This is an optimization exercise on Yosys and OpenROAD, whose aim is small area, not a production implementation.
Only simulation tests tie the RTL to the original design; equivalence was not proved.
Power figures rest on the tool's default switching activity, not on a simulated workload.

--- design/flow/flow/pre_grt.tcl ---
# Runs at the start of ORFS's global route step (PRE_GLOBAL_ROUTE_TCL), on the
# placed design with its clock tree: size down gates on paths with slack. The
# global route step then repairs slew and capacitance as usual.
estimate_parasitics -placement
repair_timing -recover_power 100 -match_cell_footprint -verbose
detailed_placement
--- design/flow/design.v ---
module romprog_core (
    input  wire        clk,
    input  wire        rst,
    input  wire        rx_valid,
    input  wire [7:0]  rx_data,
    output wire        rx_ready,
    output wire        tx_valid,
    output wire [7:0]  tx_data,
    input  wire        tx_ready,
    output wire        flash_req_valid,
    output reg  [2:0]  flash_op,
    output wire [31:0] flash_addr,
    output wire [7:0]  flash_wdata,
    input  wire        flash_resp_valid,
    input  wire [7:0]  flash_rdata
);
    localparam [2:0] M_RX = 3'd0, M_CHK = 3'd1, M_XPREP = 3'd2, M_XREQ = 3'd3,
                     M_XPOST = 3'd4, M_XCRC = 3'd5, M_TOPEN = 3'd6, M_TBODY = 3'd7;
    localparam [1:0] D_IDLE = 2'd0, D_IN = 2'd1, D_ESC = 2'd2;
    reg  [2:0]   main;
    reg  [1:0]   dec;
    reg          tv;         
    reg  [5:0]   cnt;        
    reg  [6:0]   idx;        
    reg  [511:0] ring;
    reg  [7:0]   opc;
    reg  [7:0]   tl;         
    reg  [15:0]  A;          
    reg          hiA;        
    reg          L, Z;       
    reg  [1:0]   st;
    reg  [15:0]  C;          
    reg  [7:0]   R;          
    wire [7:0] ro = ring[511:504];         
    wire       slot_ok = (cnt == idx[5:0]);
    assign rx_ready = (main == M_RX) && ((dec == D_IDLE) || slot_ok);
    wire take  = rx_valid && rx_ready;
    wire is7E  = (rx_data == 8'h7E);
    wire is7D  = (rx_data == 8'h7D);
    wire full  = (idx == 7'd71);
    wire app   = take && !is7E && !full &&
                 (((dec == D_IN) && !is7D) || (dec == D_ESC));
    wire [7:0] v = rx_data ^ {2'b00, (dec == D_ESC), 5'b00000};
    wire [6:0] n = idx;
    wire op_ping = (opc == 8'd0), op_id = (opc == 8'd1), op_rd = (opc == 8'd2),
         op_wr = (opc == 8'd3), op_crc = (opc == 8'd4), op_er = (opc == 8'd5),
         op_chip = (opc == 8'd6);
    wire hdr_ok = (tl == {1'b0, n});
    wire len_ok = ((op_ping || op_id || op_chip) && n == 7'd3) ||
                  (op_rd && n == 7'd8) || (op_wr && n >= 7'd8) ||
                  ((op_crc || op_er) && n == 7'd11);
    wire [7:0] ab   = cnt[0] ? A[7:0] : A[15:8];
    wire       b_lt = (ab < ro);
    wire       b_eq = (ab == ro);
    wire       ro_z = (ro == 8'd0);
    wire       c7   = (cnt == 6'd7), c8 = (cnt == 6'd8), c10 = (cnt == 6'd10);
    wire       cr   = op_crc || op_er;
    wire [7:0] sm  = {2'b00, A[5:0]} + {1'b0, op_rd ? ro[6:0] : n};
    wire       rw_ok  = (A[14:6] != 9'h1FF) || (sm[7:6] == 2'b00) ||
                        (op_rd ? (sm == 8'd64) : (sm[7:3] == 5'b01000));
    wire       rd_ok  = rw_ok && !ro_z;
    wire       b_ok   = L && Z && ro_z;
    wire       badlen = op_rd && (ro[7] || (ro[6] && ro[5:0] != 6'd0));
    wire       rng_ok = !hiA && (op_rd ? rd_ok : op_wr ? rw_ok : b_ok);
    wire [1:0] status = (!hdr_ok || !len_ok) ? 2'd1 :
                        badlen ? 2'd3 :
                        ((op_rd || op_wr || cr) && !rng_ok) ? 2'd2 : 2'd0;
    wire       chk_fin = (cr && hdr_ok && len_ok) ? c10 : c7;
    wire ringw  = op_rd || op_id;
    wire step_a = op_rd || op_wr || op_crc || op_er;
    wire idx_tl = (idx == tl[6:0]);
    wire done   = (op_rd || op_wr) ? idx_tl :
                  cr ? (c8 && Z && L && b_eq) :
                  op_id ? (idx == 7'd7) : (idx == 7'd4);
    assign flash_req_valid = (main == M_XREQ);
    assign flash_addr      = {16'd0, A};
    assign flash_wdata     = R;
    always @(*) begin
        case (opc[2:0])
            3'd1: flash_op = {1'b1, idx[2] & ~idx[1], idx[2] & (idx[1] ^ idx[0])};
            3'd3: flash_op = 3'd1;
            3'd5: flash_op = 3'd2;
            3'd6: flash_op = 3'd3;
            default: flash_op = 3'd0;
        endcase
    end
    wire crc_step = (main == M_XCRC);
    wire crc_d    = R[~cnt[2:0]];
    wire crc_fb   = C[15] ^ crc_d;
    wire crc_al   = (cnt[3:0] == {~A[0], 3'b000});    
    wire crc_clr  = (main == M_RX) || (main == M_CHK);
    wire       keep_tl = op_rd && (st == 2'd0);
    wire [6:0] rlen = (st != 2'd0) ? 7'd4 :
                      op_ping ? 7'd11 :
                      (op_id || op_crc) ? 7'd6 : 7'd4;
    wire close  = idx_tl;
    wire mk     = (main == M_TOPEN) || close;
    wire R_esc  = (R == 8'h7E) || (R == 8'h7D);
    assign tx_valid = tv;
    assign tx_data  = mk ? 8'h7E : R_esc ? 8'h7D : R;
    reg [7:0] x;
    always @(*) begin
        case (idx)
            7'd0: x = opc;
            7'd1: x = tl;
            7'd2: x = 8'h00;
            7'd3: x = {6'd0, st};
            default: begin
                if (op_ping) begin
                    case (idx[2:0])
                        3'd4: x = 8'h01;
                        3'd7: x = 8'h80;
                        3'd2: x = 8'h40;
                        default: x = 8'h00;
                    endcase
                end else if (op_crc) x = idx[0] ? C[15:8] : C[7:0];
                else x = ro;
            end
        endcase
    end
    wire load_ok = (op_crc && idx[2]) ? crc_al : slot_ok;
    reg       rwe;
    reg [7:0] rwd;
    always @(*) begin
        rwe = 1'b0;
        rwd = R;
        if (main == M_RX) begin
            rwe = app && slot_ok;
            rwd = v;
        end else if (main == M_XPOST) begin
            rwe = ringw && slot_ok;
        end
    end
    always @(posedge clk)
        ring <= {ring[503:0], rwe ? rwd : ro};
    always @(posedge clk) begin
        if (rst) cnt <= 6'd0;
        else     cnt <= cnt + 6'd1;
    end
    always @(posedge clk) begin
        C <= {C[14:12], C[11] ^ (crc_step & crc_fb), C[10:5],
              C[4] ^ (crc_step & crc_fb), C[3:0], (C[15] & ~crc_clr) ^ (crc_step & crc_d)};
    end
    always @(posedge clk) begin
        if (rst) begin
            main <= M_RX;
            dec  <= D_IDLE;
            tv   <= 1'b0;
        end else begin
            case (main)
                M_RX: if (take) begin
                    case (dec)
                        D_IDLE: if (is7E) begin idx <= 7'd0; dec <= D_IN; end
                        D_IN: begin
                            if (is7E) begin
                                if (idx != 7'd0) begin main <= M_CHK; dec <= D_IDLE; end
                            end else if (is7D) dec <= D_ESC;
                            else if (full) begin idx <= 7'd0; dec <= D_IDLE; end
                        end
                        default: begin
                            if (is7E) begin idx <= 7'd0; dec <= D_IN; end
                            else if (full) begin idx <= 7'd0; dec <= D_IDLE; end
                            else dec <= D_IN;
                        end
                    endcase
                    if (app) begin
                        idx <= idx + 7'd1;
                        case (idx)
                            7'd0: begin opc <= v; A <= 16'd0; end
                            7'd1: tl <= v;
                            7'd2: tl[7] <= tl[7] | (v != 8'd0);
                            7'd3: A[7:0] <= v;
                            7'd4: begin A[14:8] <= v[6:0]; hiA <= v[7]; end
                            7'd5, 7'd6: hiA <= hiA | (v != 8'd0);
                            default: ;
                        endcase
                    end
                end
                M_CHK: begin
                    if (c7) begin
                        L <= b_lt;
                        Z <= ro_z;
                    end
                    if (c8) begin
                        L <= b_lt || (b_eq && L);
                        Z <= (!ro[7] || (ro == 8'h80 && Z)) &&
                             (!op_er || (Z && ro[3:0] == 4'd0 && A[11:0] == 12'd0));
                    end
                    if (cnt == 6'd9)
                        Z <= Z && ro_z;
                    if (chk_fin) begin
                        Z   <= 1'b0;
                        st  <= status;
                        if (!op_wr) tl <= {1'b0, 7'd4 + ro[6:0]};
                        idx <= op_wr ? 7'd7 : op_rd ? 7'd4 : 7'd3;
                        main <= (status != 2'd0 || op_ping) ? M_TOPEN : M_XPREP;
                    end
                end
                M_XPREP: begin
                    if (c7) begin
                        L <= b_eq;
                        Z <= 1'b1;
                    end
                    if (done)
                        main <= M_TOPEN;
                    else if (!(op_wr && !slot_ok) && !(cr && !(c8 && Z))) begin
                        R <= op_wr ? x : 8'd0;
                        main <= M_XREQ;
                    end
                end
                M_XREQ: if (flash_resp_valid) begin
                    Z <= 1'b0;
                    R <= flash_rdata;
                    if (step_a) A <= A + (op_er ? 16'd4096 : 16'd1);
                    main <= M_XPOST;
                end
                M_XPOST: begin
                    if (op_crc) begin
                        if (cnt[3:0] == {~A[0], 3'b111}) main <= M_XCRC;
                    end else if (!ringw || slot_ok) begin
                        idx <= idx + 7'd1;
                        main <= M_XPREP;
                    end
                end
                M_XCRC: if (cnt[2:0] == 3'b111) begin
                    main <= M_XPREP;
                end
                M_TOPEN: begin
                    if (!tv) begin
                        if (!keep_tl) tl <= {1'b0, rlen};
                        tv <= 1'b1;
                    end else if (tx_ready) begin
                        tv  <= 1'b0;
                        idx <= 7'd0;
                        main <= M_TBODY;
                    end
                end
                M_TBODY: begin
                    if (!tv) begin
                        if (close || load_ok) begin
                            R  <= x;
                            tv <= 1'b1;
                        end
                    end else if (tx_ready) begin
                        if (close) begin
                            tv <= 1'b0;
                            main <= M_RX;
                        end else if (R_esc) begin
                            R[5] <= ~R[5];
                        end else begin
                            tv <= 1'b0;
                            idx <= idx + 7'd1;
                        end
                    end
                end
            endcase
        end
    end
endmodule
--- design/flow/config.mk ---
export PLATFORM = sky130hd
export DESIGN_NAME = romprog_core
export DESIGN_NICKNAME = romprog_core
export VERILOG_FILES = /design/flow/design.v
export SDC_FILE = /design/flow/constraint.sdc
export NUM_CORES = 4
export LEC_CHECK = 0
export CAP_MARGIN = 20
export CORE_MARGIN = 2
export CORE_UTILIZATION = 60
export PLACE_DENSITY = 0.75
export SLEW_MARGIN = 20
--- design/flow/standard.sh ---
#!/bin/bash
# synth_recipe.tcl (not shown) runs the flow's synth.tcl, then flattens the netlist and writes it again
# the make line also repeats each setting of config.mk as NAME=value (left out here)
make -C /OpenROAD-flow-scripts/flow DESIGN_CONFIG=/design/flow/config.mk WORK_HOME=/design/flow/orfs CLKGATE_MAP_FILE= SYNTH_SCRIPT=/design/flow/synth_recipe.tcl "${@:-finish}"
--- design/flow/flow/run.sh ---
#!/bin/bash
# Layout flow: the standard ORFS layout (standard.sh), with these changes:
#  - the port buffers are the smallest buffer cell, buf_1, instead of the one
#    buffer_ports picks by default (clkdlybuf4s50_1);
#  - clock tree synthesis clusters more sinks per buffer and inserts no dummy
#    loads;
#  - before global routing, gates on paths with slack are sized down
#    (pre_grt.tcl); global routing's repair then fixes slew and capacitance.
# Each tool's full output stays in orfs/logs/ (ORFS writes one log per step);
# the make output is kept in flow_make.log.
set -euo pipefail
export BUFFER_PORTS_ARGS="-buffer_cell sky130_fd_sc_hd__buf_1"
export CTS_ARGS="-sink_clustering_enable -repair_clock_nets -dont_use_dummy_load -sink_clustering_size 30 -sink_clustering_max_diameter 80"
export PRE_GLOBAL_ROUTE_TCL="$PWD/flow/pre_grt.tcl"
bash standard.sh > flow_make.log 2>&1
--- design/flow/constraint.sdc ---
create_clock -name core_clock -period 10.0 [get_ports {clk}]
set_input_delay 2.0000 -clock core_clock [delete_from_list [all_inputs] [get_ports {clk}]]
set_output_delay 2.0000 -clock core_clock [all_outputs]
set_load 0.01 [all_outputs]
==> impl_metrics.yaml <==
route:
  drc: 0
  drt_pass1_iterations: 9
  post_drt_wl_per_cell_um: 19.8
  first_iter_violations: 843
  ant_nets: 0
  routed_via_density: 5.53
  routed_wl_mm: 33.1
  via_count: 9260
floorplan:
  coreArea_sq_um: 27100
  die_w_um: 170
  ios: 75
  rows: 60
  die_h_um: 170
  start_util: 0.613
  die_area_sq_um: 29000
clock_network:
  max-clock-path-buffers: 3
  post_cts_buffers: 0
  h-tree-depth: 1
  root_buffer: "clkbuf_16"
  clock-sinks: 592
  clk_latency_ps: 570
  numCtsBuffers: 24
  cts-resized-gates: 0
  worst_setup_hold_path_clk_slew_ps: 110
  cts_hold_buf: 0
  tritoncts: "done"
synth:
  synth_top_area_share: 0.651
  synthTopCellsByArea: "dfxtp_1 (65%), edfxtp_1 (9.4%), ha_1 (2.3%), nand2_1 (1.9%), xor2_1 (1.6%)"
  syn_area_sq_um: 16600
  yosys.area.top_type: "dfxtp_1"
  syn_inst: 1252
  yosys_warnings: 1
  synthFlopType: "dfxtp_1"
  ys_ff_latch: 592
  yosysSeqAreaShare: 0.744
  synthDistinctLibCells: 79
  synth_edf_count: 52
  async_flop_share: 0
  synth_area_per_cell_sq_um: 13.3
placement:
  numPortBuffers: 58
  placed_area_sq_um: 17100
  gp_congestion: 0.979
  pre_cts_ws_ps: 4860
  place_hpwl_mm: 23.2
worst_setup_path:
  critPathMaxFanout: 10
  worstSetupEndpointType: "primary output"
  arrival_ps: 3060
  path_class: "reg -> out"
  required_ps: 8000
  cp-start-kind: "register"
global_route:
  track_usage: 0.228
  grt_max_degree: 31
  antenna_found_initial: 0
  grt_overflow: 0
  grt_pass1_wl_mm: 50.2
  grt_pass1_vias: 8816
timing:
  fin_crit_sh: 0.506
  drv_slew: 0
  rsz0062_at_grt: "false"
  maxSlewHeadroom: 0.261
  tightest_slew_ps: 1110
  fin_setup_tns_ps: 0
  max_freq_mhz: 198
  fin_ws_ps: 4940
  finalHoldWorstSlack_ps: 306
  min_period_ps: 5060
  setup_viol: 0
  hold_viol: 0
  fin_worst_skew_ps: 41.3
finish:
  postLayoutCoreUtil: 0.653
  layout.nets: 1355
  n_antenna_cell: 0
  final-seq-area_sq_um: 12400
  fin_area_sq_um: 17700
  multi_input_area_sq_um: 3890
  n_fill_cell: 2040
  synthToLayoutAreaGrowth_pct: 6.47
  drive_gt1_frac: 0.0461
power_and_ir_drop:
  p_per_area_nw_per_um2: 197
  total_leakage_power_nw: 6.65
  ir_worst_vdd_v: 0.000140
flow_run:
  drv_cap: 0
outcome:
  status: "finished clean"
hold_path:
  hp-class: "reg -> reg"
## critical path, stage by stage (launching register included)
cell and delay (ps):
edfxtp_1 590, xor2_1 240, nor4_1 450, nand2_1 360, o21ai_1 510, or2_2 220, buf_1 150
## final timing paths
kind | startpoint | end | slack (ps) | depth (start not counted)
worst max-delay path | idx[4] | tx_data[2] | 4940 | 6
worst min-delay path | ring[166] | ring[174] | 310 | 0
worst max register to register | opc[5] | main[2] | 5730 | 12
worst min register to register | ring[166] | ring[174] | 310 | 0
## cells in the final DEF (no fill, tap or decap), types with 7 or more instances in the layout
cell and count:
mux2i_1 21, and3_1 10, xnor2_1 11, nor2b_1 8, nor4_1 7, or2_2 7, nor2_1 62, edfxtp_1 52
xor2_1 31, nand2_1 83, nand3_1 29, conb_1 16, o22ai_1 15, a31oi_1 15, mux2_2 7, nor3_1 23
buf_1 60, o21a_1 7, or3_1 8, a21oi_1 32, inv_1 24, o21ai_0 43, dfxtp_1 540, a211oi_1 9
ha_1 30, clkbuf_16 24
## cells in the mapped netlist (8+ instances only)
cell type and count:
dfxtp_1 540, nand2_1 83, nor2_1 62, edfxtp_1 52
o21ai_0 42, a21oi_1 31, xor2_1 31, ha_1 30
nand3_1 29, clkbuf_1 26, inv_1 24, nor3_1 23
mux2i_1 21, buf_4 16, a31oi_1 15, o22ai_1 15
buf_2 11, xnor2_1 11, and3_1 10, a211oi_1 9
nor2b_1 8, nor4_1 8, or3_1 8
## metal layers
metal | global-route usage | routed length, um | up-vias
met2 | 0.339 | 14000 | 353
met5 | 0 | 0 | -
met3 | 0.0353 | 2440 | 78
met4 | 0.0866 | 1320 | 0
met1 | 0.339 | 15300 | 4449
li1 | - | - | 4380
## layout make-up
class,instances,share of cell area
flip-flops and latches,592,0.699
multi-input cells,593,0.220
repair buffers,67,0.0156
well taps,372,0.0263
clock buffers,24,0.0339
inverters,25,0.00530
## flip-flops by register name, indices dropped and copies added (netlist names)
name,cells
dec,2
tv,1
L,1
R,8
A,16
C,16
st,2
tl,8
cnt,6
opc,8
hiA,1
idx,7
ring,512
main,3
Z,1
## where the power goes
| group | switching [mW] | internal [mW] |
|---|---|---|
| combinational | 0.0201 | 0.0119 |
| clock | 0.635 | 0.432 |
| sequential | 0.00491 | 2.39 |
## kinds of logic after synthesis
logic type | synth area share
DFF | 0.744
and+or+nand+nor | 0.0892
AOI/OAI and AO/OA | 0.0766
buffers and inverters | 0.0234
xor gates and xnor gates | 0.0221
adders and majority gates | 0.0238
muxes | 0.0201
other | 0.000226
## through the flow
stage	instances	power, mW
floorplan	1267	2.47
global placement	1647	2.48
detailed placement	1647	2.48
CTS	1671	3.52
global route	1673	3.61
finish	1673	3.49

-- afterwards: timing with drivers on the ports --
The flow's constraints put no driver on any port. The routed layout listed below was extracted and timed again, unchanged, in two steps.
Step 1 sets driving cells, clkbuf_16 on the clock port and buf_2 on the other inputs (assumed; they add their load-dependent delay and slew).
Step 2 times the ports against the registers' clock, not the clock port: input delays grow and output delays shrink by t, the midpoint of the rising clock arrivals with the driver on.
Slacks: ideal / step 1 / step 2; pairs: ideal / step 1.
shift t [ns]: 0.605
setup WS [ns]: 4.938 / 4.885 / 4.651
worst hold slack (ns): 0.306 / 0.306 / 0.306
After both steps this run still meets setup and hold. For this run, drivers alone change the setup slack by -0.053 ns; drivers and shift together by -0.287 ns.
